From an optimization exercise on the open Yosys and OpenROAD flow, aimed at small area; shortcuts taken in it are not production practice.
Function was checked by simulation only, so behaviour that the tests miss may differ from the original.

## design/flow/design.v

```verilog
module vig_permcore (
    input  wire       clk,
    input  wire       rst,         
    input  wire       in_valid,
    input  wire [1:0] in_op,       
    input  wire [7:0] in_data,
    input  wire [7:0] in_key,
    output wire       in_ready,
    output reg        out_valid,
    output wire [7:0] out_data,
    input  wire       out_ready,
    output reg        pvalid
);
    localparam OP_SEED      = 2'd0;
    localparam OP_SEED_LAST = 2'd1;
    localparam OP_ENC       = 2'd2;
    localparam OP_DEC       = 2'd3;
    function automatic [31:0] add;
        input [31:0] a;
        input [31:0] b;
        input        cin;
        integer n;
        reg c;
        begin
            c = cin;
            for (n = 0; n < 32; n = n + 1) begin
                add[n] = a[n] ^ b[n] ^ c;
                c = (a[n] & b[n]) | (a[n] & c) | (b[n] & c);
            end
        end
    endfunction
    reg        busy;        
    reg        start;       
    reg        fin;         
    reg        bld;         
    reg        bwd;         
    reg [15:0] h;           
    reg [15:0] s0;          
    reg [15:0] sf;          
    reg [15:0] s;           
    reg [7:0]  k;           
    reg [1:0]  ph;          
    reg [7:0]  r;           
    reg [7:0]  p;           
    reg [7:0]  key;         
    assign in_ready = !busy && (!out_valid || out_ready);
    wire in_fire  = in_valid && in_ready && !rst;
    wire out_fire = out_valid && out_ready;
    assign out_data = p;
    wire [31:0] h33    = add({11'd0, h, 5'd0}, {16'd0, h}, 1'b0);
    wire [31:0] h_sum  = add(h33, {24'd0, in_data}, 1'b0);
    wire [15:0] h_next = h_sum[15:0];
    wire [31:0] fa1 = add({14'd0, s, 2'b11}, {16'd0, s}, 1'b1);             
    wire [31:0] ft  = add({9'd0, fa1[18:0], 4'b1110}, ~{13'd0, fa1[18:0]}, 1'b1);
    wire [31:0] ga1 = add({15'd0, s, 1'b0}, {16'd0, s}, 1'b1);              
    wire [31:0] ga2 = add({10'd0, ga1[17:0], 4'b0011}, {14'd0, ga1[17:0]}, 1'b0);
    wire [31:0] gw  = add({6'd0, ga2[21:0], 4'b1110}, {10'd0, ga2[21:0]}, 1'b0);
    wire [15:0] mc  = bwd ? {gw[8:0], 6'b111111, gw[25]} : ft[15:0];
    wire [15:0] mb  = bwd ? gw[24:9] : {9'd0, ft[22:16]};
    wire [31:0] md  = add({16'd0, mc}, ~{16'd0, mb}, 1'b1);
    wire [31:0] mr  = add({16'd0, md[15:0]}, 32'd0, md[16]);               
    wire [15:0] sn  = mr[15:0];
    wire [7:0]  byt  = (bwd && ph[1]) ? key : sn[7:0];
    wire [3:0]  nib  = ph[0] ? byt[3:0] : byt[7:4];
    wire        big  = (k[7:4] != 4'd0) || (k[3:0] == 4'hf);    
    wire [7:0]  r_in = {r[7:4], r[3:0] | ({4{ph == 2'd1 && big}} & byt[7:4])};
    reg  [7:0]  q;
    reg  [31:0] t;
    integer b;
    always @* begin
        q = r_in;
        for (b = 3; b >= 0; b = b - 1) begin
            t = add({23'd0, q, nib[b]}, {23'd0, 1'b1, ~k}, 1'b0);    
            q = t[9] ? t[7:0] : {q[6:0], nib[b]};
        end
    end
    wire [7:0] j    = q;
    wire [7:0] p_tr = (p == k) ? j : (p == j) ? k : p;
    wire [31:0] pk  = add({24'd0, p}, {24'd0, key ^ {8{!bwd}}}, !bwd);   
    wire last_ph = (ph == 2'd3);
    wire k_end   = bwd ? (k == 8'd255) : (k == 8'd1);
    wire [7:0] k_nx = bwd ? k + 8'd1 : k - 8'd1;
    always @(posedge clk) begin
        if (rst) begin
            busy      <= 1'b0;
            start     <= 1'b0;
            fin       <= 1'b0;
            h         <= 16'd5381;
            pvalid    <= 1'b0;
            out_valid <= 1'b0;
        end else begin
            if (out_fire) out_valid <= 1'b0;
            if (in_fire) begin
                if (in_op == OP_SEED) begin
                    h <= h_next;
                end else begin
                    busy  <= 1'b1;
                    start <= 1'b1;
                    bld   <= (in_op == OP_SEED_LAST);
                    bwd   <= (in_op == OP_ENC);
                    k     <= (in_op == OP_ENC) ? 8'd1 : 8'd255;
                    ph    <= (in_op == OP_ENC) ? 2'd0 : 2'd1;
                    r     <= 8'd0;
                    p     <= in_data;
                    key   <= in_key;
                    if (in_op == OP_SEED_LAST) begin
                        h  <= 16'd5381;
                        s0 <= h_next;
                    end
                end
            end
            if (start) begin
                start <= 1'b0;
                s     <= bwd ? sf : s0;
                if (bwd) p <= pk[7:0];
            end else if (fin) begin
                fin  <= 1'b0;
                busy <= 1'b0;
                if (bld) begin
                    sf     <= s;
                    pvalid <= 1'b1;
                end else begin
                    out_valid <= 1'b1;
                    if (!bwd) p <= pk[7:0];
                end
            end else if (busy) begin
                r  <= last_ph ? 8'd0 : q;
                ph <= ph + 2'd1;
                if (ph[0]) s <= sn;
                if (bwd && ph == 2'd1) key <= s[7:0];
                if (last_ph) begin
                    p <= p_tr;
                    if (k_end)
                        fin <= 1'b1;
                    else begin
                        k  <= k_nx;
                        ph <= (k_nx[7:4] != 4'd0 || k_nx[3:0] == 4'hf) ? 2'd1 : 2'd0;
                    end
                end
            end
        end
    end
endmodule
```

## design/flow/run.sh

```bash
#!/bin/bash
# synth_recipe.tcl (not shown) runs the flow's synth.tcl, then flattens the netlist and writes it again
# the make line also repeats each setting of config.mk as NAME=value (left out here)
make -C /OpenROAD-flow-scripts/flow DESIGN_CONFIG=/design/flow/config.mk WORK_HOME=/design/flow/orfs CLKGATE_MAP_FILE= SYNTH_SCRIPT=/design/flow/synth_recipe.tcl finish
```

## design/flow/config.mk

```make
export PLATFORM = sky130hd
export DESIGN_NAME = vig_permcore
export DESIGN_NICKNAME = vig_permcore
export VERILOG_FILES = /design/flow/design.v
export SDC_FILE = /design/flow/constraint.sdc
export NUM_CORES = 8
export LEC_CHECK = 0
export CAP_MARGIN = 20
export CORE_MARGIN = 2
export CORE_UTILIZATION = 25
export PLACE_DENSITY = 0.45
export SLEW_MARGIN = 20
```

## design/flow/constraint.sdc

```tcl
create_clock -name core_clock -period 55.0 [get_ports {clk}]
set_input_delay 11.0000 -clock core_clock [delete_from_list [all_inputs] [get_ports {clk}]]
set_output_delay 11.0000 -clock core_clock [all_outputs]
set_load 0.01 [all_outputs]
```

==> tab_implementation.tex, run 1 <==
\begin{tabular}{lr}
\hline
Metric & Value \\
\hline
\multicolumn{2}{l}{\textbf{Status}} \\
\quad Outcome & complete, no violations \\
\multicolumn{2}{l}{\textbf{Global routing}} \\
\quad Pin count of the biggest net entering global routing & 52 \\
\quad First-pass GRT wire length & 46400 um \\
\quad Global routing met1 resource utilization & 20.5\% \\
\quad GRT met2 Usage & 21.1\% \\
\quad Global Route Usage Sum & 13.8\% \\
\quad Initial antenna violation count & 0 \\
\quad Via count of the first global-routing pass & 7789 \\
\quad Layer with the highest usage & met2 \\
\quad Global route overflow & 0 \\
\quad Met3 GRT Util & 2.01\% \\
\multicolumn{2}{l}{\textbf{Timing}} \\
\quad Worst-margin pin slew & 0.970 ns \\
\quad RSZ-0062 raised after global routing & no \\
\quad Setup\_tns & 0 ns \\
\quad Worst-case clock skew & 0.0113 ns \\
\quad Upper clock frequency limit & 31.0 MHz \\
\quad Final min period & 32.29 ns \\
\quad Period Utilization, post-route & 58.7\% \\
\quad Final hold violations & 0 \\
\quad Count of final max-slew check failures & 0 \\
\quad Worst rel slew slack & 34.9\% \\
\quad Final setup vio count & 0 \\
\multicolumn{2}{l}{\textbf{CTS}} \\
\quad Clock slew at reported path FFs & 0.09 ns \\
\quad Number of setup buffers added after CTS & 0 \\
\quad Clock latency on the worst-skew pair & 0.36 ns \\
\quad Number of sinks handled by clock tree synthesis & 105 \\
\quad Cells resized by post-CTS repair & 0 \\
\quad TritonCTS clock tree & yes \\
\quad Root cell of the clock tree & sky130\_fd\_sc\_hd\_\_clkbuf\_16 \\
\quad Max H-tree Level & 3 \\
\quad Inserted Clock Buffers & 9 \\
\quad Deepest clock path buffer count & 2 \\
\quad Number of hold-repair buffers added at the cts stage & 0 \\
\multicolumn{2}{l}{\textbf{Route}} \\
\quad Detailed Route WL & 29200 um \\
\quad Number of nets with antenna violations after detailed routing & 0 \\
\quad Detailed-routing iteration count for the pre-antenna-repair pass & 5 \\
\quad Vias per cell & 4.66 \\
\quad Violation count after the first detailed-route iteration & 494 \\
\quad Number of vias after detailed routing & 7333 \\
\quad Routed wire length per instance & 18.5 um \\
\quad DRC violations left & 0 \\
\multicolumn{2}{l}{\textbf{Die}} \\
\quad Initial Util & 25.2\% \\
\quad Total Die Area & 43800 um2 \\
\quad Count of pins on the block boundary & 33 \\
\quad Number of cell rows & 75 \\
\quad Core box area & 41800 um2 \\
\quad DIE HEIGHT & 209 um \\
\quad Overall die width & 209 um \\
\multicolumn{2}{l}{\textbf{Worst setup path}} \\
\quad Most repeated library cell on the critical path & sky130\_fd\_sc\_hd\_\_fa\_1 \\
\quad Startpoint Class & flip-flop \\
\quad Worst Path Class, Setup & flip-flop to flip-flop \\
\quad Highest fanout seen on the critical path & 20 \\
\quad Arrival time worst endpoint & 32.29 ns \\
\quad Worst path required time & 55.00 ns \\
\quad Master of the slowest instance on the critical path & sky130\_fd\_sc\_hd\_\_nor2b\_1 \\
\quad Delay of the slowest cell on the worst path & 0.73 ns \\
\quad Endpoint class of the critical path & flip-flop \\
\multicolumn{2}{l}{\textbf{Cells and area}} \\
\quad Share of layout cells above drive strength 1 & 6.56\% \\
\quad Total inserted antenna cells & 0 \\
\quad Area added between synthesis and finish & 12.1\% \\
\quad Final net count & 1236 \\
\quad Non-Filler Cell Area, Final & 11800 um2 \\
\quad Final core utilization & 28.3\% \\
\multicolumn{2}{l}{\textbf{Synth}} \\
\quad YS warnings & 1 \\
\quad Most numerous cell types in the synthesized netlist & sky130\_fd\_sc\_hd\_\_inv\_1, sky130\_fd\_sc\_hd\_\_fa\_1, sky130\_fd\_sc\_hd\_\_edfxtp\_1, sky130\_fd\_sc\_hd\_\_nor2\_1, sky130\_fd\_sc\_hd\_\_nand2\_1 \\
\quad Main synth FF type & sky130\_fd\_sc\_hd\_\_edfxtp\_1 \\
\quad Average size of a mapped cell & 10.4 um2 \\
\quad Share of synthesized registers carrying an async set or reset & 0\% \\
\quad Most repeated cell in the gate-level netlist after synthesis & sky130\_fd\_sc\_hd\_\_inv\_1 \\
\quad Synthesis-stage register bit count & 105 \\
\quad Post-synthesis cell type count & 86 \\
\quad Seq/Total Area, Yosys & 27.9\% \\
\quad Post-Synthesis Cells & 1013 \\
\quad Number of synthesized flops with an enable pin & 84 \\
\quad Portion of synthesized cell area occupied by the leading cell type & 23.9\% \\
\quad Largest area contributor in the netlist & sky130\_fd\_sc\_hd\_\_edfxtp\_1 \\
\quad Synthesized area & 10500 um2 \\
\quad Synth area leaders & sky130\_fd\_sc\_hd\_\_edfxtp\_1, sky130\_fd\_sc\_hd\_\_fa\_1, sky130\_fd\_sc\_hd\_\_ha\_1, sky130\_fd\_sc\_hd\_\_mux2i\_1, sky130\_fd\_sc\_hd\_\_inv\_1 \\
\quad Post-synth net total & 1218 \\
\multicolumn{2}{l}{\textbf{Placed design}} \\
\quad Port buffer count & 32 \\
\quad Placed wire-length estimate after detailed placement & 23900 um \\
\quad Area after detailed placement & 11500 um2 \\
\quad Routability congestion estimate & 0.842 \\
\multicolumn{2}{l}{\textbf{Worst hold path}} \\
\quad Classification of the worst-slack hold path & flip-flop to flip-flop \\
\multicolumn{2}{l}{\textbf{Flow run}} \\
\quad Reported max-cap violation count & 0 \\
\hline
\end{tabular}
[critical path, delay by kind of cell (launching register included)]
family | cells | cell delay [ns]
xor+xnor | 2 | 0.41
simple gates | 9 | 2.22
mux | 3 | 1.13
compound gates | 7 | 2.11
buf+inv | 18 | 1.45
fa+ha+maj | 76 | 23.90
flops | 1 | 0.71
[registers in the layout, summed over array words and instances, names as in the netlist]
signal	count
bld	1
busy	1
bwd	1
fin	1
h	16
k	8
key	8
out_valid	1
p	8
ph	2
pvalid	1
r	8
s	16
s0	16
sf	16
start	1
[worst paths after layout]
| check | startpoint | endpoint | slack [ns] | cells after the start |
|---|---|---|---|---|
| worst min register to register | s[9] | sf[9] | 0.47 | 0 |
| worst max register to register | s[0] | p[6] | 22.71 | 115 |
| worst min-delay path | s[9] | sf[9] | 0.47 | 0 |
| worst max-delay path | s[0] | p[6] | 22.71 | 115 |
[through the flow]
stage	hold slack (ns)	setup slack, ns	cells
floorplan	0.426	25.75	1013
global placement	0.432	23.33	1559
detailed placement	0.439	22.81	1559
CTS	0.477	22.83	1575
global route	0.488	21.23	1575
finish	0.467	22.71	1575
[cells in the final DEF (no fill, tap or decap), types with 7 or more instances in the layout]
cell type                         count
sky130_fd_sc_hd__a211oi_1             8
sky130_fd_sc_hd__a21oi_1             56
sky130_fd_sc_hd__a22o_1              11
sky130_fd_sc_hd__buf_4               14
sky130_fd_sc_hd__clkbuf_16            9
sky130_fd_sc_hd__clkdlybuf4s50_1     32
sky130_fd_sc_hd__dfxtp_1             21
sky130_fd_sc_hd__edfxtp_1            84
sky130_fd_sc_hd__fa_1               124
sky130_fd_sc_hd__ha_1                59
sky130_fd_sc_hd__inv_1              137
sky130_fd_sc_hd__mux2i_1             52
sky130_fd_sc_hd__nand2_1             70
sky130_fd_sc_hd__nand2b_1            16
sky130_fd_sc_hd__nand3_1             11
sky130_fd_sc_hd__nand4_1              7
sky130_fd_sc_hd__nor2_1              74
sky130_fd_sc_hd__nor3_1               9
sky130_fd_sc_hd__o211ai_1            11
sky130_fd_sc_hd__o21ai_0             33
sky130_fd_sc_hd__or2_2                8
sky130_fd_sc_hd__xnor2_1             43
sky130_fd_sc_hd__xor2_1              18
[cell type report]
type	instances	area, um2
flip-flops and latches	105	2940
repair buffers	46	425
well taps	539	674
multi-input cells	730	6940
clock inverters	7	88.8
fillers	4371	29900
inverters	139	522
clock buffers	9	225
[metal layers]
layer / vias up / wire, um
met4: 0 / 356
met3: 22 / 1030
li1: 3523 / -
met1: 3647 / 14800
met2: 141 / 13000
met5: - / 0
[cells by family after synthesis]
group,count (synthesis),share of synthesized area [%]
xor gates and xnor gates,61,5.07
AOI/OAI and AO/OA,192,13.0
DFF,105,27.9
muxes,62,6.46
and+or+nand+nor,226,9.98
buffers and inverters,178,6.47
adders and majority gates,189,31.1
==> inputs of run 2 (changes only) <==
--- a/design/flow/design.v
+++ b/design/flow/design.v
@@ -50,13 +50,12 @@
     wire [31:0] h33    = add({11'd0, h, 5'd0}, {16'd0, h}, 1'b0);
     wire [31:0] h_sum  = add(h33, {24'd0, in_data}, 1'b0);
     wire [15:0] h_next = h_sum[15:0];
-    wire [31:0] fa1 = add({14'd0, s, 2'b11}, {16'd0, s}, 1'b1);             
-    wire [31:0] ft  = add({9'd0, fa1[18:0], 4'b1110}, ~{13'd0, fa1[18:0]}, 1'b1);
-    wire [31:0] ga1 = add({15'd0, s, 1'b0}, {16'd0, s}, 1'b1);              
-    wire [31:0] ga2 = add({10'd0, ga1[17:0], 4'b0011}, {14'd0, ga1[17:0]}, 1'b0);
-    wire [31:0] gw  = add({6'd0, ga2[21:0], 4'b1110}, {10'd0, ga2[21:0]}, 1'b0);
-    wire [15:0] mc  = bwd ? {gw[8:0], 6'b111111, gw[25]} : ft[15:0];
-    wire [15:0] mb  = bwd ? gw[24:9] : {9'd0, ft[22:16]};
+    wire        fw  = !bwd;
+    wire [31:0] a1  = add({14'd0, fw ? {s, 2'b11} : {1'b0, s, 1'b0}}, {16'd0, s}, 1'b1);
+    wire [31:0] a2  = add({9'd0, a1[18:0], fw ? 4'b1110 : 4'b0011}, {13'd0, a1[18:0]} ^ {32{fw}}, fw);
+    wire [31:0] gw  = add({6'd0, a2[21:0], 4'b1110}, {10'd0, a2[21:0]}, 1'b0);
+    wire [15:0] mc  = bwd ? {gw[8:0], 6'b111111, gw[25]} : a2[15:0];
+    wire [15:0] mb  = bwd ? gw[24:9] : {9'd0, a2[22:16]};
     wire [31:0] md  = add({16'd0, mc}, ~{16'd0, mb}, 1'b1);
     wire [31:0] mr  = add({16'd0, md[15:0]}, 32'd0, md[16]);               
     wire [15:0] sn  = mr[15:0];
--- a/design/flow/config.mk
+++ b/design/flow/config.mk
@@ -5,8 +5,10 @@
 export SDC_FILE = /design/flow/constraint.sdc
 export NUM_CORES = 8
 export LEC_CHECK = 0
+export ABC_AREA = 1
 export CAP_MARGIN = 20
 export CORE_MARGIN = 2
-export CORE_UTILIZATION = 25
-export PLACE_DENSITY = 0.45
+export CORE_UTILIZATION = 60
+export CTS_BUF_LIST = sky130_fd_sc_hd__clkbuf_4 sky130_fd_sc_hd__clkbuf_8
+export PLACE_DENSITY = 0.75
 export SLEW_MARGIN = 20
==> run 2 against run 1 <==
Setup slack better by 0.33 ns; cell count down 10%; flip-flop and latch count unchanged; utilization up 37 points; fmax up 1.0%; via count up 9.6%; hold slack better by 0.0058 ns; non-clock buffer count down 5; cell area down 9.3%; critical path type unchanged; largest cell class unchanged.
==> tab_implementation.tex, run 2 <==
\begin{tabular}{lr}
\hline
Metric & Value \\
\hline
\multicolumn{2}{l}{\textbf{Synth}} \\
\quad Seq/Total Area, Yosys & 29.4\% \\
\quad Post-synthesis cell type count & 44 \\
\quad Main synth FF type & sky130\_fd\_sc\_hd\_\_edfxtp\_1 \\
\quad Most numerous cell types in the synthesized netlist & sky130\_fd\_sc\_hd\_\_nand2\_1, sky130\_fd\_sc\_hd\_\_inv\_1, sky130\_fd\_sc\_hd\_\_fa\_1, sky130\_fd\_sc\_hd\_\_o21ai\_0, sky130\_fd\_sc\_hd\_\_nor2\_1 \\
\quad Post-synth net total & 1353 \\
\quad Largest area contributor in the netlist & sky130\_fd\_sc\_hd\_\_edfxtp\_1 \\
\quad Synthesized area & 10000 um2 \\
\quad Synth area leaders & sky130\_fd\_sc\_hd\_\_edfxtp\_1, sky130\_fd\_sc\_hd\_\_fa\_1, sky130\_fd\_sc\_hd\_\_nand2\_1, sky130\_fd\_sc\_hd\_\_inv\_1, sky130\_fd\_sc\_hd\_\_ha\_1 \\
\quad Most repeated cell in the gate-level netlist after synthesis & sky130\_fd\_sc\_hd\_\_nand2\_1 \\
\quad Average size of a mapped cell & 8.51 um2 \\
\quad YS warnings & 1 \\
\quad Number of synthesized flops with an enable pin & 84 \\
\quad Synthesis-stage register bit count & 105 \\
\quad Post-Synthesis Cells & 1176 \\
\quad Portion of synthesized cell area occupied by the leading cell type & 25.2\% \\
\quad Share of synthesized registers carrying an async set or reset & 0\% \\
\multicolumn{2}{l}{\textbf{Die}} \\
\quad Number of cell rows & 47 \\
\quad Count of pins on the block boundary & 33 \\
\quad DIE HEIGHT & 133 um \\
\quad Overall die width & 133 um \\
\quad Initial Util & 60.8\% \\
\quad Total Die Area & 17700 um2 \\
\quad Core box area & 16500 um2 \\
\multicolumn{2}{l}{\textbf{CTS}} \\
\quad Number of hold-repair buffers added at the cts stage & 0 \\
\quad Max H-tree Level & 3 \\
\quad Clock latency on the worst-skew pair & 0.39 ns \\
\quad Cells resized by post-CTS repair & 0 \\
\quad Root cell of the clock tree & sky130\_fd\_sc\_hd\_\_clkbuf\_8 \\
\quad Inserted Clock Buffers & 9 \\
\quad TritonCTS clock tree & yes \\
\quad Number of setup buffers added after CTS & 0 \\
\quad Clock slew at reported path FFs & 0.12 ns \\
\quad Deepest clock path buffer count & 2 \\
\quad Number of sinks handled by clock tree synthesis & 105 \\
\multicolumn{2}{l}{\textbf{Cells and area}} \\
\quad Sequential cell area & 2940 um2 \\
\quad Final net count & 1367 \\
\quad Total inserted antenna cells & 0 \\
\quad Most common library cell in the layout ignoring fill and taps & sky130\_fd\_sc\_hd\_\_nand2\_1 \\
\quad Combined area of the multi-input logic cells & 6160 um2 \\
\quad Number of inserted filler cells in the final layout & 1403 \\
\quad Final core utilization & 65.1\% \\
\quad Area added between synthesis and finish & 7.15\% \\
\quad Share of layout cells above drive strength 1 & 5.77\% \\
\quad Non-Filler Cell Area, Final & 10700 um2 \\
\quad Most frequent cells in the layout & sky130\_fd\_sc\_hd\_\_nand2\_1, sky130\_fd\_sc\_hd\_\_inv\_1, sky130\_fd\_sc\_hd\_\_fa\_1, sky130\_fd\_sc\_hd\_\_o21ai\_0, sky130\_fd\_sc\_hd\_\_nor2\_1 \\
\multicolumn{2}{l}{\textbf{Placed design}} \\
\quad Port buffer count & 32 \\
\quad Area after detailed placement & 10500 um2 \\
\quad Placed wire-length estimate after detailed placement & 20200 um \\
\quad Routability congestion estimate & 0.956 \\
\multicolumn{2}{l}{\textbf{Global routing}} \\
\quad Global route overflow & 0 \\
\quad First-pass GRT wire length & 41600 um \\
\quad Initial antenna violation count & 0 \\
\quad Global Route Usage Sum & 30.4\% \\
\quad Via count of the first global-routing pass & 7806 \\
\quad Pin count of the biggest net entering global routing & 93 \\
\multicolumn{2}{l}{\textbf{Worst setup path}} \\
\quad Worst path required time & 55.05 ns \\
\quad Highest fanout seen on the critical path & 92 \\
\quad Endpoint class of the critical path & flip-flop \\
\quad Worst Path Class, Setup & flip-flop to flip-flop \\
\quad Reg-to-reg setup timing slack & 23.04 ns \\
\quad Cells on worst reg2reg path & 124 \\
\quad Delay of the slowest cell on the worst path & 0.54 ns \\
\quad Arrival time worst endpoint & 32.01 ns \\
\quad Master of the slowest instance on the critical path & sky130\_fd\_sc\_hd\_\_fa\_1 \\
\quad Worst R2R Start & bwd \\
\quad Terminus of the critical flop-to-flop path & p[6] \\
\quad Startpoint Class & flip-flop \\
\quad Most repeated library cell on the critical path & sky130\_fd\_sc\_hd\_\_fa\_1 \\
\multicolumn{2}{l}{\textbf{Timing}} \\
\quad Upper clock frequency limit & 31.3 MHz \\
\quad Final min period & 31.96 ns \\
\quad Worst Hold Margin & 0.472 ns \\
\quad RSZ-0062 raised after global routing & no \\
\quad Worst-margin pin slew & 1.01 ns \\
\quad Count of final max-slew check failures & 0 \\
\quad Worst rel slew slack & 33.0\% \\
\quad Setup\_tns & 0 ns \\
\quad Final setup vio count & 0 \\
\quad Period Utilization, post-route & 58.1\% \\
\quad Worst-case clock skew & 0.0127 ns \\
\quad Final hold violations & 0 \\
\multicolumn{2}{l}{\textbf{Worst hold path}} \\
\quad Worst-case hold path end point & h[13] \\
\quad Classification of the worst-slack hold path & flip-flop to flip-flop \\
\quad Startpoint of the lowest-slack hold path & h[13] \\
\quad Number of cells on the worst hold path & 2 \\
\multicolumn{2}{l}{\textbf{Status}} \\
\quad Outcome & complete, no violations \\
\multicolumn{2}{l}{\textbf{Route}} \\
\quad Number of vias after detailed routing & 8037 \\
\quad Routed wire length per instance & 18.0 um \\
\quad Vias per cell & 5.68 \\
\quad Detailed Route WL & 25400 um \\
\quad DRC violations left & 0 \\
\quad Detailed-routing iteration count for the pre-antenna-repair pass & 5 \\
\quad Violation count after the first detailed-route iteration & 855 \\
\quad Number of nets with antenna violations after detailed routing & 0 \\
\multicolumn{2}{l}{\textbf{Flow run}} \\
\quad Reported max-cap violation count & 0 \\
\hline
\end{tabular}
## run 2: worst max-delay path, delay by kind of cell, from the launching register on
kind                     cells  cell delay, ns
flip-flops                   1            0.53
AO/OA/AOI/OAI                3            0.47
XOR/XNOR                     1            0.06
buffers and inverters       18            1.50
adder cells (fa/ha/maj)     79           26.32
AND/OR/NAND/NOR             23            2.73
## run 2: area by class of cell
cell class	instances	share of cell area, %
Timing Repair Buffer	41	3.62
Sequential cell	105	27.4
Clock inverter	7	0.875
Clock buffer	9	1.16
Tap cell	220	2.57
Multi-Input combinational cell	838	57.5
Inverter	195	6.84
## run 2: how the worst max path moves through the flow
stage                     slack (ns)  depth (start not counted)  start  endpoint
final                          23.04                        124    bwd      p[6]
after global routing           21.60                        122    bwd      p[6]
after CTS                      23.15                        124    bwd      p[2]
after detailed placement       23.06                        124    bwd      p[5]
after global placement         24.18                        121    bwd      p[1]
after floorplan                24.56                        127    bwd      p[0]
## run 2: metrics by stage
step	cells	setup slack, ns
floorplan	1176	24.56
global placement	1398	24.18
detailed placement	1398	23.06
CTS	1414	23.15
global route	1415	21.60
finish	1415	23.04
## run 2: per-layer routing
metal | track usage (%) | up-vias | part of all wire, %
met5 | 0 | - | 0
met3 | 8.68 | 29 | 11
met4 | 6.09 | 0 | 1.3
li1 | - | 3828 | -
met2 | 44.5 | 375 | 43
met1 | 45.6 | 3805 | 44
## run 2: kinds of logic after synthesis
family	count (synthesis)	synth area share, %
adder cells (fa/ha/maj)	155	26.9
multiplexers	3	0.300
XOR/XNOR	49	4.29
flip-flops	105	29.4
AND/OR/NAND/NOR	443	19.7
buffers and inverters	233	9.08
AO/OA/AOI/OAI	188	10.4
==> inputs of run 3 (changes only) <==
--- a/design/flow/config.mk
+++ b/design/flow/config.mk
@@ -9,6 +9,5 @@
 export CAP_MARGIN = 20
 export CORE_MARGIN = 2
 export CORE_UTILIZATION = 60
-export CTS_BUF_LIST = sky130_fd_sc_hd__clkbuf_4 sky130_fd_sc_hd__clkbuf_8
 export PLACE_DENSITY = 0.75
 export SLEW_MARGIN = 20
==> run 3 against run 2 <==
Clock-buffer cell count did not move; synthesized area did not move; routed wire length rose by 0.66%; still clean; first-iteration DRC count rose by 0.82%; via count rose by 0.51%; highest routed layer unchanged; sequential share of layout area fell by 0.26 points; global-route usage rose by 0.22 points.
==> tab_implementation.tex, run 3 <==
\begin{tabular}{lr}
\hline
Metric & Value \\
\hline
\multicolumn{2}{l}{\textbf{Status}} \\
\quad Outcome & complete, no violations \\
\multicolumn{2}{l}{\textbf{CTS}} \\
\quad Clock slew at reported path FFs & 0.08 ns \\
\quad Number of setup buffers added after CTS & 0 \\
\quad Inserted Clock Buffers & 9 \\
\quad Clock latency on the worst-skew pair & 0.36 ns \\
\quad Deepest clock path buffer count & 2 \\
\quad TritonCTS clock tree & yes \\
\quad Max H-tree Level & 3 \\
\quad Number of sinks handled by clock tree synthesis & 105 \\
\quad Number of hold-repair buffers added at the cts stage & 0 \\
\quad Cells resized by post-CTS repair & 0 \\
\quad Root cell of the clock tree & sky130\_fd\_sc\_hd\_\_clkbuf\_16 \\
\multicolumn{2}{l}{\textbf{Synth}} \\
\quad Most repeated cell in the gate-level netlist after synthesis & sky130\_fd\_sc\_hd\_\_nand2\_1 \\
\quad Main synth FF type & sky130\_fd\_sc\_hd\_\_edfxtp\_1 \\
\quad Synth area leaders & sky130\_fd\_sc\_hd\_\_edfxtp\_1, sky130\_fd\_sc\_hd\_\_fa\_1, sky130\_fd\_sc\_hd\_\_nand2\_1, sky130\_fd\_sc\_hd\_\_inv\_1, sky130\_fd\_sc\_hd\_\_ha\_1 \\
\quad Average size of a mapped cell & 8.51 um2 \\
\quad Seq/Total Area, Yosys & 29.4\% \\
\quad Largest area contributor in the netlist & sky130\_fd\_sc\_hd\_\_edfxtp\_1 \\
\quad Number of synthesized flops with an enable pin & 84 \\
\quad Post-Synthesis Cells & 1176 \\
\quad Most numerous cell types in the synthesized netlist & sky130\_fd\_sc\_hd\_\_nand2\_1, sky130\_fd\_sc\_hd\_\_inv\_1, sky130\_fd\_sc\_hd\_\_fa\_1, sky130\_fd\_sc\_hd\_\_o21ai\_0, sky130\_fd\_sc\_hd\_\_nor2\_1 \\
\quad YS warnings & 1 \\
\quad Post-synth net total & 1353 \\
\quad Post-synthesis cell type count & 44 \\
\quad Portion of synthesized cell area occupied by the leading cell type & 25.2\% \\
\quad Synthesis-stage register bit count & 105 \\
\quad Share of synthesized registers carrying an async set or reset & 0\% \\
\quad Synthesized area & 10000 um2 \\
\multicolumn{2}{l}{\textbf{Route}} \\
\quad Number of nets with antenna violations after detailed routing & 0 \\
\quad Violation count after the first detailed-route iteration & 862 \\
\quad Routed wire length per instance & 18.1 um \\
\quad Detailed Route WL & 25600 um \\
\quad Number of vias after detailed routing & 8078 \\
\quad DRC violations left & 0 \\
\quad Detailed-routing iteration count for the pre-antenna-repair pass & 5 \\
\quad Vias per cell & 5.71 \\
\multicolumn{2}{l}{\textbf{Timing}} \\
\quad Final min period & 31.97 ns \\
\quad Period Utilization, post-route & 58.1\% \\
\quad Setup\_tns & 0 ns \\
\quad Worst rel slew slack & 33.0\% \\
\quad Final setup vio count & 0 \\
\quad Final hold violations & 0 \\
\quad Worst-margin pin slew & 1.01 ns \\
\quad RSZ-0062 raised after global routing & no \\
\quad Worst-case clock skew & 0.00897 ns \\
\quad Count of final max-slew check failures & 0 \\
\quad Upper clock frequency limit & 31.3 MHz \\
\multicolumn{2}{l}{\textbf{Global routing}} \\
\quad Pin count of the biggest net entering global routing & 93 \\
\quad Via count of the first global-routing pass & 7847 \\
\quad Initial antenna violation count & 0 \\
\quad Global route overflow & 0 \\
\quad First-pass GRT wire length & 41900 um \\
\quad Global Route Usage Sum & 30.6\% \\
\multicolumn{2}{l}{\textbf{Flow run}} \\
\quad Reported max-cap violation count & 0 \\
\multicolumn{2}{l}{\textbf{Cells and area}} \\
\quad Most frequent cells in the layout & sky130\_fd\_sc\_hd\_\_nand2\_1, sky130\_fd\_sc\_hd\_\_inv\_1, sky130\_fd\_sc\_hd\_\_fa\_1, sky130\_fd\_sc\_hd\_\_o21ai\_0, sky130\_fd\_sc\_hd\_\_nor2\_1 \\
\quad Combined area of the multi-input logic cells & 6160 um2 \\
\quad Non-Filler Cell Area, Final & 10800 um2 \\
\quad Total inserted antenna cells & 0 \\
\quad Most common library cell in the layout ignoring fill and taps & sky130\_fd\_sc\_hd\_\_nand2\_1 \\
\quad Non-filler cells, final & 1415 \\
\quad Share of layout cells above drive strength 1 & 5.77\% \\
\quad Final net count & 1367 \\
\quad Sequential cell area & 2940 um2 \\
\quad Final core utilization & 65.7\% \\
\quad Number of inserted filler cells in the final layout & 1392 \\
\quad Area added between synthesis and finish & 8.17\% \\
\multicolumn{2}{l}{\textbf{Placed design}} \\
\quad Post-placement cell count & 1398 \\
\quad Placed wire-length estimate after detailed placement & 20200 um \\
\quad Routability congestion estimate & 0.956 \\
\quad Port buffer count & 32 \\
\quad Area after detailed placement & 10500 um2 \\
\multicolumn{2}{l}{\textbf{Die}} \\
\quad Number of cell rows & 47 \\
\quad Core box area & 16500 um2 \\
\quad Overall die width & 133 um \\
\quad DIE HEIGHT & 133 um \\
\quad Initial Util & 60.8\% \\
\quad Total Die Area & 17700 um2 \\
\quad Count of pins on the block boundary & 33 \\
\multicolumn{2}{l}{\textbf{Worst setup path}} \\
\quad Delay of the slowest cell on the worst path & 0.55 ns \\
\quad Startpoint Class & flip-flop \\
\quad Most repeated library cell on the critical path & sky130\_fd\_sc\_hd\_\_fa\_1 \\
\quad Buf+Inv Stages, Crit Path & 18 \\
\quad Arrival time worst endpoint & 31.97 ns \\
\quad Highest fanout seen on the critical path & 92 \\
\quad Worst Path Class, Setup & flip-flop to flip-flop \\
\quad Endpoint class of the critical path & flip-flop \\
\quad Worst path top cell family by delay & adder cells \\
\quad Master of the slowest instance on the critical path & sky130\_fd\_sc\_hd\_\_fa\_1 \\
\quad Worst path required time & 55.00 ns \\
\multicolumn{2}{l}{\textbf{Worst hold path}} \\
\quad Classification of the worst-slack hold path & flip-flop to flip-flop \\
\hline
\end{tabular}
run 3: final cells by class:
| type | instances | share of cell area [%] |
|---|---|---|
| Clock inverter | 7 | 0.867 |
| Timing Repair Buffer | 41 | 3.58 |
| Multi-Input combinational cell | 838 | 57.0 |
| Tap cell | 220 | 2.54 |
| Inverter | 195 | 6.77 |
| Clock buffer | 9 | 2.08 |
| Sequential cell | 105 | 27.2 |
run 3: cells by family after synthesis:
group                      count (synthesis)  synth area share [%]
and+or+nand+nor                          443                  19.7
buffers and inverters                    233                  9.08
AOI/OAI and AO/OA                        188                  10.4
adders and majority gates                155                  26.9
DFF                                      105                  29.4
xor gates and xnor gates                  49                  4.29
muxes                                      3                 0.300
run 3: worst register-to-register path: cells and delay by family (launching register included):
kind                       cells  cell delay, ns
and+or+nand+nor               23            2.76
adders and majority gates     79           26.32
buffers and inverters         18            1.50
xor gates and xnor gates       1            0.06
AOI/OAI and AO/OA              3            0.49
DFF                            1            0.51
run 3: final timing paths:
kind              slack, ns  cells after the start   from     to
hold / removal         0.47                      2  h[13]  h[13]
setup reg to reg      23.04                    124    bwd   p[3]
setup / recovery      23.04                    124    bwd   p[3]
hold reg to reg        0.47                      2  h[13]  h[13]
run 3: per-stage QoR:
stage | setup slack, ns | hold WS [ns]
2_1_floorplan | 24.56 | 0.426
3_5_place_dp | 23.06 | 0.456
6_report | 23.04 | 0.467
5_1_grt | 21.60 | 0.483
4_1_cts | 23.15 | 0.471
3_3_place_gp | 24.18 | 0.451
run 3: layer usage:
metal,share of wire (%),vias to the layer above,global-route usage [%]
met5,0,-,0
li1,-,3841,-
met4,1.2,0,5.85
met2,43,394,45.0
met1,44,3811,46.1
met3,11,32,8.49
==> inputs of run 4 (changes only) <==
--- a/design/flow/config.mk
+++ b/design/flow/config.mk
@@ -8,6 +8,6 @@
 export ABC_AREA = 1
 export CAP_MARGIN = 20
 export CORE_MARGIN = 2
-export CORE_UTILIZATION = 60
-export PLACE_DENSITY = 0.75
+export CORE_UTILIZATION = 25
+export PLACE_DENSITY = 0.45
 export SLEW_MARGIN = 20
==> run 4 against run 3 <==
Cell area increased by 3.6%; utilization decreased by 37 points; synthesized area unchanged; register-to-register slack got worse by 0.20 ns; die area increased by 130%; non-clock buffer count increased by 5; flip-flop and latch count unchanged; critical path type unchanged; highest routed layer unchanged.
==> tab_implementation.tex, run 4 <==
\begin{tabular}{lr}
\hline
Metric & Value \\
\hline
\multicolumn{2}{l}{\textbf{Timing}} \\
\quad Period Utilization, post-route & 58.5\% \\
\quad Worst-case clock skew & 0.0106 ns \\
\quad Worst rel slew slack & 40.9\% \\
\quad RSZ-0062 raised after global routing & no \\
\quad Worst Hold Margin & 0.472 ns \\
\quad Count of final max-slew check failures & 0 \\
\quad Setup\_tns & 0 ns \\
\quad Final min period & 32.17 ns \\
\quad Upper clock frequency limit & 31.1 MHz \\
\quad Final hold violations & 0 \\
\quad Worst-margin pin slew & 0.884 ns \\
\quad Final setup vio count & 0 \\
\multicolumn{2}{l}{\textbf{Global routing}} \\
\quad Pin count of the biggest net entering global routing & 68 \\
\quad First-pass GRT wire length & 46100 um \\
\quad Via count of the first global-routing pass & 7800 \\
\quad Global route overflow & 0 \\
\quad Initial antenna violation count & 0 \\
\quad Global Route Usage Sum & 14.5\% \\
\multicolumn{2}{l}{\textbf{Worst setup path}} \\
\quad Startpoint Class & flip-flop \\
\quad Worst Path Class, Setup & flip-flop to flip-flop \\
\quad Endpoint class of the critical path & flip-flop \\
\quad Worst R2R Start & bwd \\
\quad Highest fanout seen on the critical path & 67 \\
\quad First element of the critical path & bwd \\
\quad Master of the slowest instance on the critical path & sky130\_fd\_sc\_hd\_\_buf\_4 \\
\quad Delay of the slowest cell on the worst path & 0.65 ns \\
\quad Most repeated library cell on the critical path & sky130\_fd\_sc\_hd\_\_fa\_1 \\
\quad Arrival time worst endpoint & 32.16 ns \\
\quad Reg-to-reg setup timing slack & 22.83 ns \\
\quad Terminus of the critical flop-to-flop path & p[0] \\
\quad Cells on worst reg2reg path & 126 \\
\quad Worst path required time & 54.99 ns \\
\multicolumn{2}{l}{\textbf{Flow run}} \\
\quad Reported max-cap violation count & 0 \\
\multicolumn{2}{l}{\textbf{CTS}} \\
\quad Number of setup buffers added after CTS & 0 \\
\quad TritonCTS clock tree & yes \\
\quad Root cell of the clock tree & sky130\_fd\_sc\_hd\_\_clkbuf\_16 \\
\quad Max H-tree Level & 3 \\
\quad Inserted Clock Buffers & 9 \\
\quad Clock slew at reported path FFs & 0.08 ns \\
\quad Clock latency on the worst-skew pair & 0.36 ns \\
\quad Number of sinks handled by clock tree synthesis & 105 \\
\quad Deepest clock path buffer count & 2 \\
\quad Number of hold-repair buffers added at the cts stage & 0 \\
\quad Cells resized by post-CTS repair & 0 \\
\multicolumn{2}{l}{\textbf{Die}} \\
\quad Total Die Area & 41600 um2 \\
\quad Core box area & 39600 um2 \\
\quad DIE HEIGHT & 204 um \\
\quad Initial Util & 25.2\% \\
\quad Count of pins on the block boundary & 33 \\
\quad Number of cell rows & 73 \\
\quad Overall die width & 204 um \\
\multicolumn{2}{l}{\textbf{Synth}} \\
\quad Seq/Total Area, Yosys & 29.4\% \\
\quad Post-synth net total & 1353 \\
\quad Main combinational cell family by area after synthesis & adder cells \\
\quad Synthesized area & 10000 um2 \\
\quad Post-synthesis share of cell area spent on full adders, half adders and majority gates & 26.9\% \\
\quad Main synth FF type & sky130\_fd\_sc\_hd\_\_edfxtp\_1 \\
\quad Post-synthesis cell type count & 44 \\
\quad Xor-xnor portion of the synthesized cell area & 4.29\% \\
\quad Simple-gate share of the synthesized area & 19.7\% \\
\quad Synthesis-stage register bit count & 105 \\
\quad Share of synthesized registers carrying an async set or reset & 0\% \\
\quad YS warnings & 1 \\
\quad Post-Synthesis Cells & 1176 \\
\quad Largest area contributor in the netlist & sky130\_fd\_sc\_hd\_\_edfxtp\_1 \\
\quad Most numerous cell types in the synthesized netlist & sky130\_fd\_sc\_hd\_\_nand2\_1, sky130\_fd\_sc\_hd\_\_inv\_1, sky130\_fd\_sc\_hd\_\_fa\_1, sky130\_fd\_sc\_hd\_\_o21ai\_0, sky130\_fd\_sc\_hd\_\_nor2\_1 \\
\quad Number of synthesized flops with an enable pin & 84 \\
\quad Mux share of post-synthesis cell area & 0.300\% \\
\quad Synth area leaders & sky130\_fd\_sc\_hd\_\_edfxtp\_1, sky130\_fd\_sc\_hd\_\_fa\_1, sky130\_fd\_sc\_hd\_\_nand2\_1, sky130\_fd\_sc\_hd\_\_inv\_1, sky130\_fd\_sc\_hd\_\_ha\_1 \\
\quad Average size of a mapped cell & 8.51 um2 \\
\quad Portion of synthesized cell area occupied by the leading cell type & 25.2\% \\
\quad Most repeated cell in the gate-level netlist after synthesis & sky130\_fd\_sc\_hd\_\_nand2\_1 \\
\quad Compound-gate portion of the synthesized area & 10.4\% \\
\multicolumn{2}{l}{\textbf{Worst hold path}} \\
\quad Worst-case hold path end point & pvalid \\
\quad Classification of the worst-slack hold path & flip-flop to flip-flop \\
\quad Number of cells on the worst hold path & 2 \\
\quad Startpoint of the lowest-slack hold path & pvalid \\
\multicolumn{2}{l}{\textbf{Placed design}} \\
\quad Routability congestion estimate & 0.891 \\
\quad Port buffer count & 32 \\
\quad Placed wire-length estimate after detailed placement & 23300 um \\
\multicolumn{2}{l}{\textbf{Cells and area}} \\
\quad Most common library cell in the layout ignoring fill and taps & sky130\_fd\_sc\_hd\_\_nand2\_1 \\
\quad Sequential cell area & 2940 um2 \\
\quad Number of inserted filler cells in the final layout & 4291 \\
\quad Share of layout cells above drive strength 1 & 6.08\% \\
\quad Most frequent cells in the layout & sky130\_fd\_sc\_hd\_\_nand2\_1, sky130\_fd\_sc\_hd\_\_inv\_1, sky130\_fd\_sc\_hd\_\_fa\_1, sky130\_fd\_sc\_hd\_\_o21ai\_0, sky130\_fd\_sc\_hd\_\_nor2\_1 \\
\quad Combined area of the multi-input logic cells & 6160 um2 \\
\quad Total inserted antenna cells & 0 \\
\quad Final net count & 1372 \\
\quad Area added between synthesis and finish & 12.0\% \\
\multicolumn{2}{l}{\textbf{Route}} \\
\quad Violation count after the first detailed-route iteration & 679 \\
\quad Detailed Route WL & 29100 um \\
\quad Number of vias after detailed routing & 7796 \\
\quad Number of nets with antenna violations after detailed routing & 0 \\
\quad Vias per cell & 4.52 \\
\quad Routed wire length per instance & 16.9 um \\
\quad DRC violations left & 0 \\
\quad Detailed-routing iteration count for the pre-antenna-repair pass & 6 \\
\multicolumn{2}{l}{\textbf{Status}} \\
\quad Outcome & complete, no violations \\
\hline
\end{tabular}
-- run 4: cell counts after synthesis --
Identical to the previous run, type by type.
-- run 4: cell families after synthesis --
group                    Yosys count
AO/OA/AOI/OAI                    188
flip-flops                       105
multiplexers                       3
buffers and inverters            233
XOR/XNOR                          49
adder cells (fa/ha/maj)          155
AND/OR/NAND/NOR                  443
-- run 4: cell type report --
cell class                      instances  share of cell area, %
Clock buffer                           10                   2.04
Clock inverter                          6                  0.536
Inverter                              195                   6.54
Multi-Input combinational cell        838                   55.0
Sequential cell                       105                   26.3
Tap cell                              525                   5.86
Timing Repair Buffer                   46                   3.77
-- run 4: critical path, delay by kind of cell (launching register included) --
kind                     cells  cell delay [ns]
adder cells (fa/ha/maj)     79            25.99
AND/OR/NAND/NOR             23             2.75
buffers and inverters       20             2.12
AO/OA/AOI/OAI                3             0.48
flip-flops                   1             0.33
XOR/XNOR                     1             0.09
-- run 4: per-stage QoR --
| step | worst slack, ns | cells | util [%] | instance area, um2 |
|---|---|---|---|---|
| 2_1_floorplan | 24.56 | 1176 | - | 10000 |
| 3_3_place_gp | 23.34 | 1708 | 27.5 | 10900 |
| 3_5_place_dp | 22.75 | 1708 | 27.5 | 10900 |
| 4_1_cts | 22.82 | 1724 | 28.3 | 11200 |
| 5_1_grt | 20.90 | 1725 | 28.3 | 11200 |
| 6_report | 22.83 | 1725 | 28.3 | 11200 |
-- run 4: how the worst max path moves through the flow --
stage	endpoint	slack, ns	cells past startpoint
floorplan	p[0]	24.56	127
global placement	p[5]	23.34	126
detailed placement	p[5]	22.75	126
CTS	p[0]	22.82	126
global route	p[0]	20.90	126
finish	p[0]	22.83	126
-- run 4: routing by layer --
metal	up-vias	share of wire, %	GRT usage (%)
li1	3845	-	-
met2	196	43	22.0
met1	3724	51	21.7
met5	-	0	0
met3	31	4.6	1.99
met4	0	1.7	3.42
==> inputs of run 5 (changes only) <==
==> design/flow/flow/run.sh (new file) <==
#!/bin/bash
# Own layout flow: the standard synthesis unchanged, then the standard layout with
# smaller port buffers and a clock tree of small buffers without dummy loads.
set -euo pipefail
bash standard.sh synth > synth.log 2>&1
bash standard.sh finish \
  BUFFER_PORTS_ARGS="-buffer_cell sky130_fd_sc_hd__buf_1" \
  CTS_ARGS="-sink_clustering_enable -repair_clock_nets -dont_use_dummy_load -buf_list {sky130_fd_sc_hd__clkbuf_4 sky130_fd_sc_hd__clkbuf_8}" \
  > layout.log 2>&1
==> design/flow/standard.sh (new file) <==
#!/bin/bash
# synth_recipe.tcl (not shown) runs the flow's synth.tcl, then flattens the netlist and writes it again
# the make line also repeats each setting of config.mk as NAME=value (left out here)
make -C /OpenROAD-flow-scripts/flow DESIGN_CONFIG=/design/flow/config.mk WORK_HOME=/design/flow/orfs CLKGATE_MAP_FILE= SYNTH_SCRIPT=/design/flow/synth_recipe.tcl "${@:-finish}"
--- a/design/flow/config.mk
+++ b/design/flow/config.mk
@@ -9,5 +9,7 @@
 export CAP_MARGIN = 20
 export CORE_MARGIN = 2
 export CORE_UTILIZATION = 25
+export GPL_ROUTABILITY_DRIVEN = 0
+export GPL_TIMING_DRIVEN = 0
 export PLACE_DENSITY = 0.45
 export SLEW_MARGIN = 20
removed: design/flow/run.sh
==> run 5 against run 4 <==
Still clean on timing, DRC and antenna; setup slack lost 1.6 ns; via count increased by 3.2%; first-iteration DRC count shrank 19%.
==> tab_implementation.tex, run 5 <==
\begin{tabular}{lr}
\hline
Metric & Value \\
\hline
\multicolumn{2}{l}{\textbf{CTS}} \\
\quad Clock latency on the worst-skew pair & 0.40 ns \\
\quad Root cell of the clock tree & sky130\_fd\_sc\_hd\_\_clkbuf\_8 \\
\quad Cells resized by post-CTS repair & 0 \\
\quad Number of hold-repair buffers added at the cts stage & 0 \\
\quad Max H-tree Level & 3 \\
\quad Number of setup buffers added after CTS & 0 \\
\quad Clock slew at reported path FFs & 0.10 ns \\
\quad Inserted Clock Buffers & 9 \\
\quad Number of sinks handled by clock tree synthesis & 105 \\
\quad TritonCTS clock tree & yes \\
\quad Deepest clock path buffer count & 2 \\
\multicolumn{2}{l}{\textbf{Timing}} \\
\quad Setup slack after layout & 21.27 ns \\
\quad Worst Hold Margin & 0.477 ns \\
\quad RSZ-0062 raised after global routing & no \\
\quad Period Utilization, post-route & 61.3\% \\
\quad Final min period & 33.73 ns \\
\quad Worst-margin pin slew & 0.802 ns \\
\quad Count of final max-slew check failures & 0 \\
\quad Upper clock frequency limit & 29.6 MHz \\
\quad Setup\_tns & 0 ns \\
\quad Worst-case clock skew & 0.0236 ns \\
\quad Final hold violations & 0 \\
\quad Final setup vio count & 0 \\
\quad Worst rel slew slack & 46.5\% \\
\multicolumn{2}{l}{\textbf{Cells and area}} \\
\quad Total inserted antenna cells & 0 \\
\quad Final net count & 1399 \\
\quad Area added between synthesis and finish & 9.39\% \\
\quad Most frequent cells in the layout & sky130\_fd\_sc\_hd\_\_nand2\_1, sky130\_fd\_sc\_hd\_\_inv\_1, sky130\_fd\_sc\_hd\_\_fa\_1, sky130\_fd\_sc\_hd\_\_o21ai\_0, sky130\_fd\_sc\_hd\_\_nor2\_1 \\
\quad Number of inserted filler cells in the final layout & 4377 \\
\quad Share of layout cells above drive strength 1 & 5.90\% \\
\quad Final core utilization & 27.6\% \\
\quad Most common library cell in the layout ignoring fill and taps & sky130\_fd\_sc\_hd\_\_nand2\_1 \\
\multicolumn{2}{l}{\textbf{Worst setup path}} \\
\quad Endpoint class of the critical path & flip-flop \\
\quad First element of the critical path & bwd \\
\quad Worst Path Class, Setup & flip-flop to flip-flop \\
\quad Startpoint Class & flip-flop \\
\quad Delay of the slowest cell on the worst path & 0.75 ns \\
\quad Worst R2R Start & bwd \\
\quad Most repeated library cell on the critical path & sky130\_fd\_sc\_hd\_\_fa\_1 \\
\quad Arrival time worst endpoint & 33.75 ns \\
\quad Worst path required time & 55.01 ns \\
\quad Master of the slowest instance on the critical path & sky130\_fd\_sc\_hd\_\_edfxtp\_1 \\
\quad Highest fanout seen on the critical path & 10 \\
\multicolumn{2}{l}{\textbf{Synth}} \\
\quad Simple-gate share of the synthesized area & 19.7\% \\
\quad Synthesis-stage register bit count & 105 \\
\quad Largest area contributor in the netlist & sky130\_fd\_sc\_hd\_\_edfxtp\_1 \\
\quad Main synth FF type & sky130\_fd\_sc\_hd\_\_edfxtp\_1 \\
\quad Post-synth net total & 1353 \\
\quad Mux share of post-synthesis cell area & 0.300\% \\
\quad Share of synthesized registers carrying an async set or reset & 0\% \\
\quad Post-Synthesis Cells & 1176 \\
\quad Post-synthesis share of cell area spent on full adders, half adders and majority gates & 26.9\% \\
\quad Most numerous cell types in the synthesized netlist & sky130\_fd\_sc\_hd\_\_nand2\_1, sky130\_fd\_sc\_hd\_\_inv\_1, sky130\_fd\_sc\_hd\_\_fa\_1, sky130\_fd\_sc\_hd\_\_o21ai\_0, sky130\_fd\_sc\_hd\_\_nor2\_1 \\
\quad Seq/Total Area, Yosys & 29.4\% \\
\quad Post-synthesis cell type count & 44 \\
\quad Xor-xnor portion of the synthesized cell area & 4.29\% \\
\quad Portion of synthesized cell area occupied by the leading cell type & 25.2\% \\
\quad Number of synthesized flops with an enable pin & 84 \\
\quad Synth area leaders & sky130\_fd\_sc\_hd\_\_edfxtp\_1, sky130\_fd\_sc\_hd\_\_fa\_1, sky130\_fd\_sc\_hd\_\_nand2\_1, sky130\_fd\_sc\_hd\_\_inv\_1, sky130\_fd\_sc\_hd\_\_ha\_1 \\
\quad Main combinational cell family by area after synthesis & adder cells \\
\quad Average size of a mapped cell & 8.51 um2 \\
\quad Most repeated cell in the gate-level netlist after synthesis & sky130\_fd\_sc\_hd\_\_nand2\_1 \\
\quad YS warnings & 1 \\
\quad Synthesized area & 10000 um2 \\
\quad Compound-gate portion of the synthesized area & 10.4\% \\
\multicolumn{2}{l}{\textbf{Global routing}} \\
\quad Via count of the first global-routing pass & 8046 \\
\quad Global Route Usage Sum & 14.6\% \\
\quad First-pass GRT wire length & 46300 um \\
\quad Initial antenna violation count & 0 \\
\quad Pin count of the biggest net entering global routing & 31 \\
\quad Global route overflow & 0 \\
\multicolumn{2}{l}{\textbf{Die}} \\
\quad Core box area & 39600 um2 \\
\quad Initial Util & 25.2\% \\
\quad Number of cell rows & 73 \\
\quad Overall die width & 204 um \\
\quad Count of pins on the block boundary & 33 \\
\quad Total Die Area & 41600 um2 \\
\quad DIE HEIGHT & 204 um \\
\multicolumn{2}{l}{\textbf{Route}} \\
\quad Vias per cell & 4.61 \\
\quad Detailed Route WL & 29500 um \\
\quad DRC violations left & 0 \\
\quad Number of nets with antenna violations after detailed routing & 0 \\
\quad Number of vias after detailed routing & 8044 \\
\quad Detailed-routing iteration count for the pre-antenna-repair pass & 5 \\
\quad Violation count after the first detailed-route iteration & 551 \\
\quad Routed wire length per instance & 16.9 um \\
\multicolumn{2}{l}{\textbf{Placed design}} \\
\quad Placed wire-length estimate after detailed placement & 24200 um \\
\quad Worst setup slack after placement & 21.11 ns \\
\quad Port buffer count & 32 \\
\multicolumn{2}{l}{\textbf{Status}} \\
\quad Outcome & complete, no violations \\
\multicolumn{2}{l}{\textbf{Flow run}} \\
\quad Reported max-cap violation count & 0 \\
\multicolumn{2}{l}{\textbf{Worst hold path}} \\
\quad Classification of the worst-slack hold path & flip-flop to flip-flop \\
\quad Startpoint of the lowest-slack hold path & pvalid \\
\hline
\end{tabular}
-- run 5: cell counts after synthesis --
No cell type changed its count.
-- run 5: routing by layer --
layer,global-route usage [%],vias to the layer above,share of wire (%)
met5,0,-,0
met1,21.0,3906,49
met2,23.0,211,45
li1,-,3888,-
met3,1.64,39,4.5
met4,4.58,0,2.3
-- run 5: stage by stage --
stage	instance area, um2	cells
floorplan	10000	1176
global placement	10800	1733
detailed placement	10800	1736
CTS	10900	1745
global route	10900	1745
finish	10900	1745
-- run 5: worst max-delay path: cells and delay by family (launching register included) --
family	cells	cell delay [ns]
adders and majority gates	78	26.00
buffers and inverters	23	3.42
and+or+nand+nor	19	2.38
DFF	1	0.75
AOI/OAI and AO/OA	4	0.65
xor gates and xnor gates	1	0.11
-- run 5: cells by family after synthesis --
logic type,after synthesis
buffers and inverters,233
adders and majority gates,155
AOI/OAI and AO/OA,188
muxes,3
xor gates and xnor gates,49
and+or+nand+nor,443
DFF,105
-- run 5: path summary, 6_finish.rpt --
path                            endpoint  slack (ns)  depth (start not counted)
worst max-delay path                p[7]       21.27                        125
worst min-delay path              pvalid        0.48                          2
worst max register to register      p[7]       21.27                        125
worst min register to register    pvalid        0.48                          2
-- run 5: layout make-up --
cell class / count / area [um2] / area share [%]
well taps: 525 / 657 / 6.00
clock buffers: 9 / 124 / 1.13
repair buffers: 35 / 146 / 1.34
multi-input cells: 838 / 6170 / 56.3
plain buffers: 38 / 175 / 1.60
flip-flops and latches: 105 / 2940 / 26.9
inverters: 195 / 733 / 6.70
==> inputs of run 6 (changes only) <==
--- a/design/flow/config.mk
+++ b/design/flow/config.mk
@@ -9,7 +9,6 @@
 export CAP_MARGIN = 20
 export CORE_MARGIN = 2
 export CORE_UTILIZATION = 25
-export GPL_ROUTABILITY_DRIVEN = 0
 export GPL_TIMING_DRIVEN = 0
 export PLACE_DENSITY = 0.45
 export SLEW_MARGIN = 20
==> run 6 against run 5 <==
Still clean on timing, DRC and antenna; critical endpoint unchanged; cell count unchanged; register-to-register slack is essentially flat; flip-flop and latch count stayed put; fmax unchanged; synthesized cell count unchanged; sequential share of layout area is the same.
==> tab_implementation.tex, run 6 <==
\begin{tabular}{lr}
\hline
Metric & Value \\
\hline
\multicolumn{2}{l}{\textbf{Synth}} \\
\quad Portion of synthesized cell area occupied by the leading cell type & 25.2\% \\
\quad Number of synthesized flops with an enable pin & 84 \\
\quad Synth area leaders & sky130\_fd\_sc\_hd\_\_edfxtp\_1, sky130\_fd\_sc\_hd\_\_fa\_1, sky130\_fd\_sc\_hd\_\_nand2\_1, sky130\_fd\_sc\_hd\_\_inv\_1, sky130\_fd\_sc\_hd\_\_ha\_1 \\
\quad YS warnings & 1 \\
\quad Largest area contributor in the netlist & sky130\_fd\_sc\_hd\_\_edfxtp\_1 \\
\quad Average size of a mapped cell & 8.51 um2 \\
\quad Share of synthesized registers carrying an async set or reset & 0\% \\
\quad Post-Synthesis Cells & 1176 \\
\quad Main synth FF type & sky130\_fd\_sc\_hd\_\_edfxtp\_1 \\
\quad Post-synth net total & 1353 \\
\quad Seq/Total Area, Yosys & 29.4\% \\
\quad Post-synthesis cell type count & 44 \\
\quad Synthesized area & 10000 um2 \\
\quad Most repeated cell in the gate-level netlist after synthesis & sky130\_fd\_sc\_hd\_\_nand2\_1 \\
\quad Most numerous cell types in the synthesized netlist & sky130\_fd\_sc\_hd\_\_nand2\_1, sky130\_fd\_sc\_hd\_\_inv\_1, sky130\_fd\_sc\_hd\_\_fa\_1, sky130\_fd\_sc\_hd\_\_o21ai\_0, sky130\_fd\_sc\_hd\_\_nor2\_1 \\
\quad Synthesis-stage register bit count & 105 \\
\multicolumn{2}{l}{\textbf{Die}} \\
\quad Overall die width & 204 um \\
\quad Core box area & 39600 um2 \\
\quad Count of pins on the block boundary & 33 \\
\quad Number of cell rows & 73 \\
\quad Total Die Area & 41600 um2 \\
\quad Initial Util & 25.2\% \\
\quad DIE HEIGHT & 204 um \\
\multicolumn{2}{l}{\textbf{Flow run}} \\
\quad Reported max-cap violation count & 0 \\
\multicolumn{2}{l}{\textbf{Worst setup path}} \\
\quad Most repeated library cell on the critical path & sky130\_fd\_sc\_hd\_\_fa\_1 \\
\quad Worst path required time & 55.01 ns \\
\quad Master of the slowest instance on the critical path & sky130\_fd\_sc\_hd\_\_edfxtp\_1 \\
\quad Buf+Inv Stages, Crit Path & 23 \\
\quad Endpoint class of the critical path & flip-flop \\
\quad Startpoint Class & flip-flop \\
\quad Worst Path Class, Setup & flip-flop to flip-flop \\
\quad Reg-to-reg setup timing slack & 21.27 ns \\
\quad Worst path top cell family by delay & adder cells \\
\quad Arrival time worst endpoint & 33.75 ns \\
\quad Delay of the slowest cell on the worst path & 0.75 ns \\
\quad Highest fanout seen on the critical path & 10 \\
\multicolumn{2}{l}{\textbf{CTS}} \\
\quad Cells resized by post-CTS repair & 0 \\
\quad Deepest clock path buffer count & 2 \\
\quad Number of setup buffers added after CTS & 0 \\
\quad Clock slew at reported path FFs & 0.10 ns \\
\quad Root cell of the clock tree & sky130\_fd\_sc\_hd\_\_clkbuf\_8 \\
\quad Number of hold-repair buffers added at the cts stage & 0 \\
\quad TritonCTS clock tree & yes \\
\quad Inserted Clock Buffers & 9 \\
\quad Max H-tree Level & 3 \\
\quad Number of sinks handled by clock tree synthesis & 105 \\
\quad Clock latency on the worst-skew pair & 0.40 ns \\
\multicolumn{2}{l}{\textbf{Cells and area}} \\
\quad Most frequent cells in the layout & sky130\_fd\_sc\_hd\_\_nand2\_1, sky130\_fd\_sc\_hd\_\_inv\_1, sky130\_fd\_sc\_hd\_\_fa\_1, sky130\_fd\_sc\_hd\_\_o21ai\_0, sky130\_fd\_sc\_hd\_\_nor2\_1 \\
\quad Final net count & 1399 \\
\quad Sequential cell area & 2940 um2 \\
\quad Most common library cell in the layout ignoring fill and taps & sky130\_fd\_sc\_hd\_\_nand2\_1 \\
\quad Share of layout cells above drive strength 1 & 5.90\% \\
\quad Non-filler cells, final & 1745 \\
\quad Area added between synthesis and finish & 9.39\% \\
\quad Number of inserted filler cells in the final layout & 4377 \\
\quad Combined area of the multi-input logic cells & 6170 um2 \\
\quad Total inserted antenna cells & 0 \\
\multicolumn{2}{l}{\textbf{Timing}} \\
\quad Final setup vio count & 0 \\
\quad Period Utilization, post-route & 61.3\% \\
\quad Final min period & 33.73 ns \\
\quad Count of final max-slew check failures & 0 \\
\quad Upper clock frequency limit & 29.6 MHz \\
\quad Worst-margin pin slew & 0.802 ns \\
\quad Worst-case clock skew & 0.0236 ns \\
\quad Worst rel slew slack & 46.5\% \\
\quad Final hold violations & 0 \\
\quad Setup\_tns & 0 ns \\
\quad Setup slack after layout & 21.27 ns \\
\quad RSZ-0062 raised after global routing & no \\
\multicolumn{2}{l}{\textbf{Route}} \\
\quad Routed wire length per instance & 16.9 um \\
\quad Number of nets with antenna violations after detailed routing & 0 \\
\quad Detailed Route WL & 29500 um \\
\quad DRC violations left & 0 \\
\quad Violation count after the first detailed-route iteration & 551 \\
\quad Number of vias after detailed routing & 8044 \\
\quad Detailed-routing iteration count for the pre-antenna-repair pass & 5 \\
\quad Vias per cell & 4.61 \\
\multicolumn{2}{l}{\textbf{Placed design}} \\
\quad Port buffer count & 32 \\
\quad Post-placement cell count & 1736 \\
\quad Worst setup slack after placement & 21.11 ns \\
\quad Routability congestion estimate & 0.877 \\
\quad Placed wire-length estimate after detailed placement & 24200 um \\
\multicolumn{2}{l}{\textbf{Global routing}} \\
\quad Initial antenna violation count & 0 \\
\quad Pin count of the biggest net entering global routing & 31 \\
\quad Global Route Usage Sum & 14.6\% \\
\quad Via count of the first global-routing pass & 8046 \\
\quad First-pass GRT wire length & 46300 um \\
\quad Global route overflow & 0 \\
\multicolumn{2}{l}{\textbf{Worst hold path}} \\
\quad Classification of the worst-slack hold path & flip-flop to flip-flop \\
\multicolumn{2}{l}{\textbf{Status}} \\
\quad Outcome & complete, no violations \\
\hline
\end{tabular}
==> run 6: final cells by class <==
type,count,area share [%]
multi-input cells,838,56.3
flip-flops and latches,105,26.9
inverters,195,6.70
well taps,525,6.00
plain buffers,38,1.60
repair buffers,35,1.34
clock buffers,9,1.13
==> run 6: kinds of logic after synthesis <==
| family | synth area share [%] |
|---|---|
| compound gates | 10.4 |
| xor+xnor | 4.29 |
| fa+ha+maj | 26.9 |
| buf+inv | 9.08 |
| flops | 29.4 |
| mux | 0.300 |
| simple gates | 19.7 |
==> run 6: final timing paths <==
| check | start | to | depth (start not counted) |
|---|---|---|---|
| max | bwd | p[7] | 125 |
| min | pvalid | pvalid | 2 |
| max reg2reg | bwd | p[7] | 125 |
| min reg2reg | pvalid | pvalid | 2 |
==> run 6: stage by stage <==
step | utilization, % | hold WS [ns] | instance area, um2
4_1_cts | 27.6 | 0.486 | 10900
2_1_floorplan | - | 0.426 | 10000
3_5_place_dp | 27.3 | 0.454 | 10800
6_report | 27.6 | 0.477 | 10900
5_1_grt | 27.6 | 0.507 | 10900
3_3_place_gp | 27.2 | 0.445 | 10800
==> run 6: metal layers <==
metal | share of wire [%] | up-vias | GRT usage (%) | wire (um)
li1 | - | 3888 | - | -
met1 | 49 | 3906 | 21.0 | 14300
met2 | 45 | 211 | 23.0 | 13200
met3 | 4.5 | 39 | 1.64 | 1320
met4 | 2.3 | 0 | 4.58 | 693
met5 | 0 | - | 0 | 0
==> run 6: worst register-to-register path, delay by kind of cell, from the launching register on <==
family / cells / cell delay [ns]
adders and majority gates: 78 / 26.02
buffers and inverters: 23 / 3.43
and+or+nand+nor: 19 / 2.38
DFF: 1 / 0.75
AOI/OAI and AO/OA: 4 / 0.65
xor gates and xnor gates: 1 / 0.11

separate check: timing with driven ports:
In the flow no input, the clock included, has a driving cell. The finished layouts below were timed again as built, in two steps. Step 1: set_driving_cell puts a clkbuf_16 on clk and a buf_2 on each other input, an assumption about the parent block. Step 2 also shifts input and output timing later by t, the mid clock arrival at the registers, as if the neighbouring blocks saw the same clock. Slacks: ideal ports / drivers / drivers and shift; pairs: ideal ports / drivers.
| run | t, ns | slack for setup (ns) | worst slew at a driven data input, ns | cell pins on the clock port's net |
|---|---|---|---|---|
| run 1 | 0.403 | 22.708 / 22.708 / 22.708 | 0.06 | 1 |
| run 2 | 0.422 | 23.038 / 23.038 / 23.038 | 0.04 | 1 |
| run 3 | 0.398 | 23.035 / 23.035 / 23.035 | 0.04 | 1 |
| run 4 | 0.407 | 22.830 / 22.830 / 22.830 | 0.04 | 1 |
| run 5 | 0.436 | 21.267 / 21.267 / 21.267 | 0.06 | 1 |
| run 6 | 0.436 | 21.267 / 21.267 / 21.267 | 0.06 | 1 |
After both steps setup and hold are still met in every run listed.
